Source: an optimization exercise on an open RTL-to-GDS flow (aim: small area, a short achievable clock period and few clock cycles). Production flows keep margins and buffers that such runs may drop.
The RTL was checked by simulation tests, not by an equivalence proof against the original design.
Power figures rest on the tool's default switching activity, not on a simulated workload.

==> inputs of amber <==
Design gfr6_engine, start of the top module:
module gfr6_engine (
    input  wire        clk,
    input  wire        rst_n,
    input  wire        cmd_valid,
    output wire        cmd_ready,
    input  wire [31:0] cmd_data,
    output wire        rsp_valid,
    input  wire        rsp_ready,
    output wire [31:0] rsp_data
);
Settings: LEC_CHECK=0, ABC_CLOCK_PERIOD_IN_PS=3500, CAP_MARGIN=20, CORE_MARGIN=2, CORE_UTILIZATION=40, PLACE_DENSITY=0.6, SLEW_MARGIN=20; clock period 14.0 ns.
standard.sh (not shown) runs the stock make flow with config.mk's settings and CLKGATE_MAP_FILE= SYNTH_SCRIPT=/design/flow/synth_recipe.tcl, a recipe that flattens the netlist after the stock synthesis.
==> flow/flow/run.sh <==
#!/bin/bash
# The standard layout (the standard.sh, unchanged synthesis and steps),
# with ORFS's timing repair aiming for more setup slack than the default.
set -euo pipefail
bash standard.sh SETUP_SLACK_MARGIN=9.5 finish > standard.log 2>&1
==> inputs of garnet, as changes to amber <==
--- a/flow/design.v
+++ b/flow/design.v
@@ -200,14 +200,15 @@
     reg         tblv;
     reg         err;
     reg  [2:0]  ecode;       
     reg  [7:0]  ep;          
     reg  [7:0]  eg;
     reg  [31:0] ecmd;        
     reg  [7:0]  cinv;        
+    reg  [7:0]  ppoly;       
     reg         rdy_q;
     reg         c_v;
     reg  [31:0] c_q;
     reg         v1, l1, g1, m1, e1, b1, r01, b161;
     reg  [2:0]  st1;
     reg  [7:0]  x1, k1;
     reg         v2, m2, e2, b2, r02, b162;
@@ -339,31 +340,31 @@
                 default: ;
             endcase
         end
     end
     wire consume = c_v && adv && !busy;
     wire [7:0] logx, mulxk;
     gfr6_logk u_log  (.i(x1), .o(logx));
-    gfr6_pmul u_pmul (.a(x1), .b(k1), .poly_lo(poly_lo), .p(mulxk));
+    gfr6_pmul u_pmul (.a(x1), .b(k1), .poly_lo(ppoly), .p(mulxk));
     wire [11:0] kbx, kbp, kbc;
     gfr6_booth  u_bx (.b(b1 ? logx : k1), .d(kbx));
     gfr6_booth  u_bp (.b(prod), .d(kbp));
     gfr6_booth  u_bc (.b(cinv), .d(kbc));
     wire [7:0] prod;
     gfr6_mul255 u_mul (.a(l2), .d(k2), .p(prod));
     wire pirr, lunit;
-    gfr6_irr  u_irr  (.poly_lo(poly_lo), .irr(pirr));
+    gfr6_irr  u_irr  (.poly_lo(ppoly), .irr(pirr));
     gfr6_unit u_unit (.i(l2), .o(lunit));
     wire bact   = b2 && v2;
     wire b_done = bact && (step == 3'd6);
     wire b_iter = bact && !b_done;
     wire [7:0] expt;
     gfr6_expk u_exp (.i(t3), .o(expt));
     wire [7:0] psit;
-    gfr6_psi  u_psi (.poly_lo(poly_lo), .x(t4), .y(psit));
+    gfr6_psi  u_psi (.poly_lo(ppoly), .x(t4), .y(psit));
     wire [7:0] f_lo = e4 ? psit : t4;
     wire taken = o_v && rsp_ready;
     wire inc   = adv && v4;
     wire o_load = !o_v || taken;
     wire c_v_n  = (cmd_valid && rdy_q) || (c_v && !consume);
     wire k_v_n  = o_load ? 1'b0 : (k_v || inc);
     wire busy_n = (busy && !(adv && b_done)) || (consume && d_b);
@@ -417,14 +418,15 @@
                 end else if (d_st != ST_OK && !err) begin
                     err   <= 1'b1;
                     ecode <= d_st;
                     ecmd  <= c_q;
                 end
             end
         end
+        ppoly <= poly_lo;
         if (rdy_q)
             c_q <= cmd_data;
         if (adv) begin
             st1  <= d_st;
             l1   <= d_l;
             g1   <= d_g;
             m1   <= d_m;
==> flow/flow/run.sh (replaced) <==
#!/bin/bash
# The standard layout (the standard.sh, unchanged synthesis and steps),
# with ORFS's timing repair aiming for more setup slack than the default and
# the port buffers made of plain buffer cells instead of delay buffers.
set -euo pipefail
bash standard.sh SETUP_SLACK_MARGIN=10 "BUFFER_PORTS_ARGS=-buffer_cell sky130_fd_sc_hd__buf_4" finish > standard.log 2>&1
- ABC_AREA: default -> 1
==> inputs of xenon, as changes to amber <==
--- a/flow/design.v
+++ b/flow/design.v
@@ -50,53 +50,22 @@
     wire [15:0] c3 = csa(c1[15:8], c1[7:0], c2[15:8]);
     wire [15:0] c4 = csa(c2[7:0], pp6, pp7);
     wire [15:0] c5 = csa(c3[15:8], c3[7:0], c4[15:8]);
     wire [15:0] c6 = csa(c5[15:8], c5[7:0], c4[7:0]);
     assign u = c6[15:8];
     assign w = c6[7:0];
 endmodule
-module gfr6_booth (
-    input  wire [7:0]  b,
-    output wire [11:0] d
-);
-    function [2:0] dig(input hi, input mid, input lo);
-        begin
-            dig[2] = hi & ~(mid & lo);
-            dig[1] = (hi & ~mid & ~lo) | (~hi & mid & lo);
-            dig[0] = mid ^ lo;
-        end
-    endfunction
-    assign d = {dig(b[7], b[6], b[5]), dig(b[5], b[4], b[3]),
-                dig(b[3], b[2], b[1]), dig(b[1], b[0], b[7])};
-endmodule
 module gfr6_mul255 (
-    input  wire [7:0]  a,
-    input  wire [11:0] d,
-    output wire [7:0]  p
-);
-    function [7:0] rotl(input [7:0] x, input integer n);
-        rotl = (x << n) | (x >> (8 - n));
-    endfunction
-    function [15:0] csa(input [7:0] x, input [7:0] y, input [7:0] z);
-        reg [7:0] c;
-        begin
-            c = (x & y) | (x & z) | (y & z);
-            csa = {x ^ y ^ z, c[6:0], c[7]};
-        end
-    endfunction
-    function [7:0] pp(input [2:0] g, input [7:0] r1, input [7:0] r2);
-        pp = ((g[0] ? r1 : 8'd0) | (g[1] ? r2 : 8'd0)) ^ {8{g[2]}};
-    endfunction
-    wire [7:0] pp0 = pp(d[2:0],   a,          rotl(a, 1));
-    wire [7:0] pp1 = pp(d[5:3],   rotl(a, 2), rotl(a, 3));
-    wire [7:0] pp2 = pp(d[8:6],   rotl(a, 4), rotl(a, 5));
-    wire [7:0] pp3 = pp(d[11:9],  rotl(a, 6), rotl(a, 7));
-    wire [15:0] c1 = csa(pp0, pp1, pp2);
-    wire [15:0] c2 = csa(c1[15:8], c1[7:0], pp3);
-    gfr6_eac u_eac (.u(c2[15:8]), .w(c2[7:0]), .s(p));
+    input  wire [7:0] a,
+    input  wire [7:0] b,
+    output wire [7:0] p
+);
+    wire [7:0] u, w;
+    gfr6_mulcsa u_csa (.a(a), .b(b), .u(u), .w(w));
+    gfr6_eac    u_eac (.u(u), .w(w), .s(p));
 endmodule
 module gfr6_eac (
     input  wire [7:0] u,
     input  wire [7:0] w,
     output wire [7:0] s
 );
     wire [7:0] p  = u ^ w;
@@ -208,19 +177,18 @@
     reg         c_v;
     reg  [31:0] c_q;
     reg         v1, l1, g1, m1, e1, b1, r01, b161;
     reg  [2:0]  st1;
     reg  [7:0]  x1, k1;
     reg         v2, m2, e2, b2, r02, b162;
     reg  [2:0]  st2;
-    reg  [7:0]  l2;
-    reg  [11:0] k2;          
+    reg  [7:0]  l2, k2;
     reg  [2:0]  step;        
     reg         bval;        
-    reg         v3, e3, n3, r03, b163;
+    reg         v3, e3, r03, b163;
     reg  [2:0]  st3;
     reg  [7:0]  t3, h3;
     reg         v4, e4, r04, b164;
     reg  [2:0]  st4;
     reg  [7:0]  t4, h4;
     reg         o_v, k_v;
     reg  [2:0]  o_st, k_st;
@@ -340,20 +308,16 @@
             endcase
         end
     end
     wire consume = c_v && adv && !busy;
     wire [7:0] logx, mulxk;
     gfr6_logk u_log  (.i(x1), .o(logx));
     gfr6_pmul u_pmul (.a(x1), .b(k1), .poly_lo(poly_lo), .p(mulxk));
-    wire [11:0] kbx, kbp, kbc;
-    gfr6_booth  u_bx (.b(b1 ? logx : k1), .d(kbx));
-    gfr6_booth  u_bp (.b(prod), .d(kbp));
-    gfr6_booth  u_bc (.b(cinv), .d(kbc));
     wire [7:0] prod;
-    gfr6_mul255 u_mul (.a(l2), .d(k2), .p(prod));
+    gfr6_mul255 u_mul (.a(l2), .b(k2), .p(prod));
     wire pirr, lunit;
     gfr6_irr  u_irr  (.poly_lo(poly_lo), .irr(pirr));
     gfr6_unit u_unit (.i(l2), .o(lunit));
     wire bact   = b2 && v2;
     wire b_done = bact && (step == 3'd6);
     wire b_iter = bact && !b_done;
     wire [7:0] expt;
@@ -432,55 +396,53 @@
             b1   <= d_b;
             r01  <= d_r0;
             b161 <= d_b16;
             x1   <= d_x;
             k1   <= d_k;
             if (b_iter) begin
                 l2   <= prod;
-                k2   <= (step == 3'd1 || step == 3'd3) ? kbp : kbc;
+                k2   <= (step == 3'd1 || step == 3'd3) ? prod : cinv;
                 if (step == 3'd5)
                     cinv <= prod;
                 if (step == 3'd0)
                     bval <= lunit && pirr;
                 step <= step + 3'd1;
             end else begin
                 st2  <= st1;
                 m2   <= m1;
                 e2   <= e1;
                 b2   <= b1;
                 r02  <= r01;
                 b162 <= b161;
                 l2   <= l1 ? logx : (g1 ? mulxk : x1);
-                k2   <= (m1 || b1) ? kbx : {4'd0, (g1 ? 8'd0 : k1)};
+                k2   <= b1 ? logx : (g1 ? 8'd0 : k1);
                 step <= 3'd0;
                 if (b1 && v1)
                     cinv <= logx;
             end
             if (b_done) begin
                 st3  <= bval ? ST_OK : ST_INVGEN;
                 e3   <= 1'b0;
-                n3   <= 1'b0;
                 r03  <= 1'b0;
                 b163 <= !bval;
                 t3   <= bval ? 8'd0 : gen;
                 h3   <= bval ? 8'd0 : poly_lo;
             end else begin
                 st3  <= st2;
                 e3   <= e2;
-                n3   <= m2 && !e2;
                 r03  <= r02;
                 b163 <= b162;
                 t3   <= m2 ? prod : l2;
-                h3   <= m2 ? 8'd0 : k2[7:0];
+                h3   <= m2 ? 8'd0 : k2;
             end
             st4  <= st3;
             e4   <= e3;
             r04  <= r03;
             b164 <= b163;
-            t4   <= e3 ? expt : ((n3 && t3 == 8'hFF) ? 8'h00 : t3);
+            t4   <= e3 ? expt : t3;
             h4   <= h3;
         end
         if (o_load) begin
             o_st  <= k_v ? k_st  : st4;
             o_r0  <= k_v ? k_r0  : r04;
             o_b16 <= k_v ? k_b16 : b164;
             o_hi  <= k_v ? k_hi  : h4;
==> flow/run.sh (new file) <==
#!/bin/bash
# synth_recipe.tcl (not shown) runs the flow's synth.tcl, then flattens the netlist and writes it again
# the make line also repeats each setting of config.mk as NAME=value (left out here)
make -C /OpenROAD-flow-scripts/flow DESIGN_CONFIG=/design/flow/config.mk WORK_HOME=/design/flow/orfs CLKGATE_MAP_FILE= SYNTH_SCRIPT=/design/flow/synth_recipe.tcl finish
removed: flow/flow/run.sh
removed: flow/standard.sh
==> comparison table <==
Outcome: garnet complete, no violations; xenon complete, no violations; amber complete, no violations
Power Clock: garnet 813 µW; xenon 852 µW; amber 818 µW
CLK BUF: garnet 37; xenon 36; amber 44
Internal Dissipation: garnet 1390 µW; xenon 1410 µW; amber 1370 µW
Worst path setup slack after routing: garnet 9850 ps; xenon 8720 ps; amber 9290 ps
Pin count of the biggest net entering global routing: garnet 67; xenon 155; amber 186
Fraction of power consumed by sequential logic: garnet 48.7%; xenon 47.2%; amber 48.0%
Met3 capacity usage during global routing: garnet 7.01%; xenon 7.99%; amber 9.65%
Worst hold slack: garnet 384 ps; xenon 418 ps; amber 417 ps
Clock buf/inv share: garnet 2.92%; xenon 3.25%; amber 3.08%
Die X-Extent: garnet 282 µm; xenon 283 µm; amber 281 µm
Maximum fanout along the worst path: garnet 7; xenon 42; amber 47
Number of logic inverters in the finished layout: garnet 560; xenon 147; amber 117
Final layout net count: garnet 5118; xenon 4049; amber 4062
Origin of the worst min-delay path: garnet poly_lo[7]; xenon r01; amber e1
Maximum vdd drop: garnet 0.101 mV; xenon 0.0928 mV; amber 0.102 mV
Testbench counts of amber, summed over its fixed seeds: cycles 13,344.
Testbench counts of garnet, summed over its fixed seeds: cycles 13,344.
Testbench counts of xenon, summed over its fixed seeds: cycles 13,344.

## separate check: timing with driven ports
No port has a modelled driver above. Below, the same layouts with a new extraction and two added sets of constraints.
Step 1 sets driving cells, clkbuf_16 on the clock port and buf_2 on the other inputs (assumed; they add their load-dependent delay and slew).
Step 2, shift: input delay + t, output delay - t, t = (earliest + latest rising clock arrival at the registers) / 2. This alone moves slack from input paths to output paths.
a / b / c = no drivers / after step 1 / after step 2; a / b = the first two.
| run | t (ns) | setup WS [ns] | pins driven straight from the clock port |
|---|---|---|---|
| amber | 0.674 | 9.294 / 9.294 / 9.294 | 1 |
| garnet | 0.656 | 9.852 / 9.852 / 9.461 | 1 |
| xenon | 0.657 | 8.724 / 8.724 / 8.724 | 1 |
After both steps setup and hold are still met in every run listed. The setup slack of garnet, which loses most, moves by 0.000 ns with the drivers and by -0.391 ns with both steps.
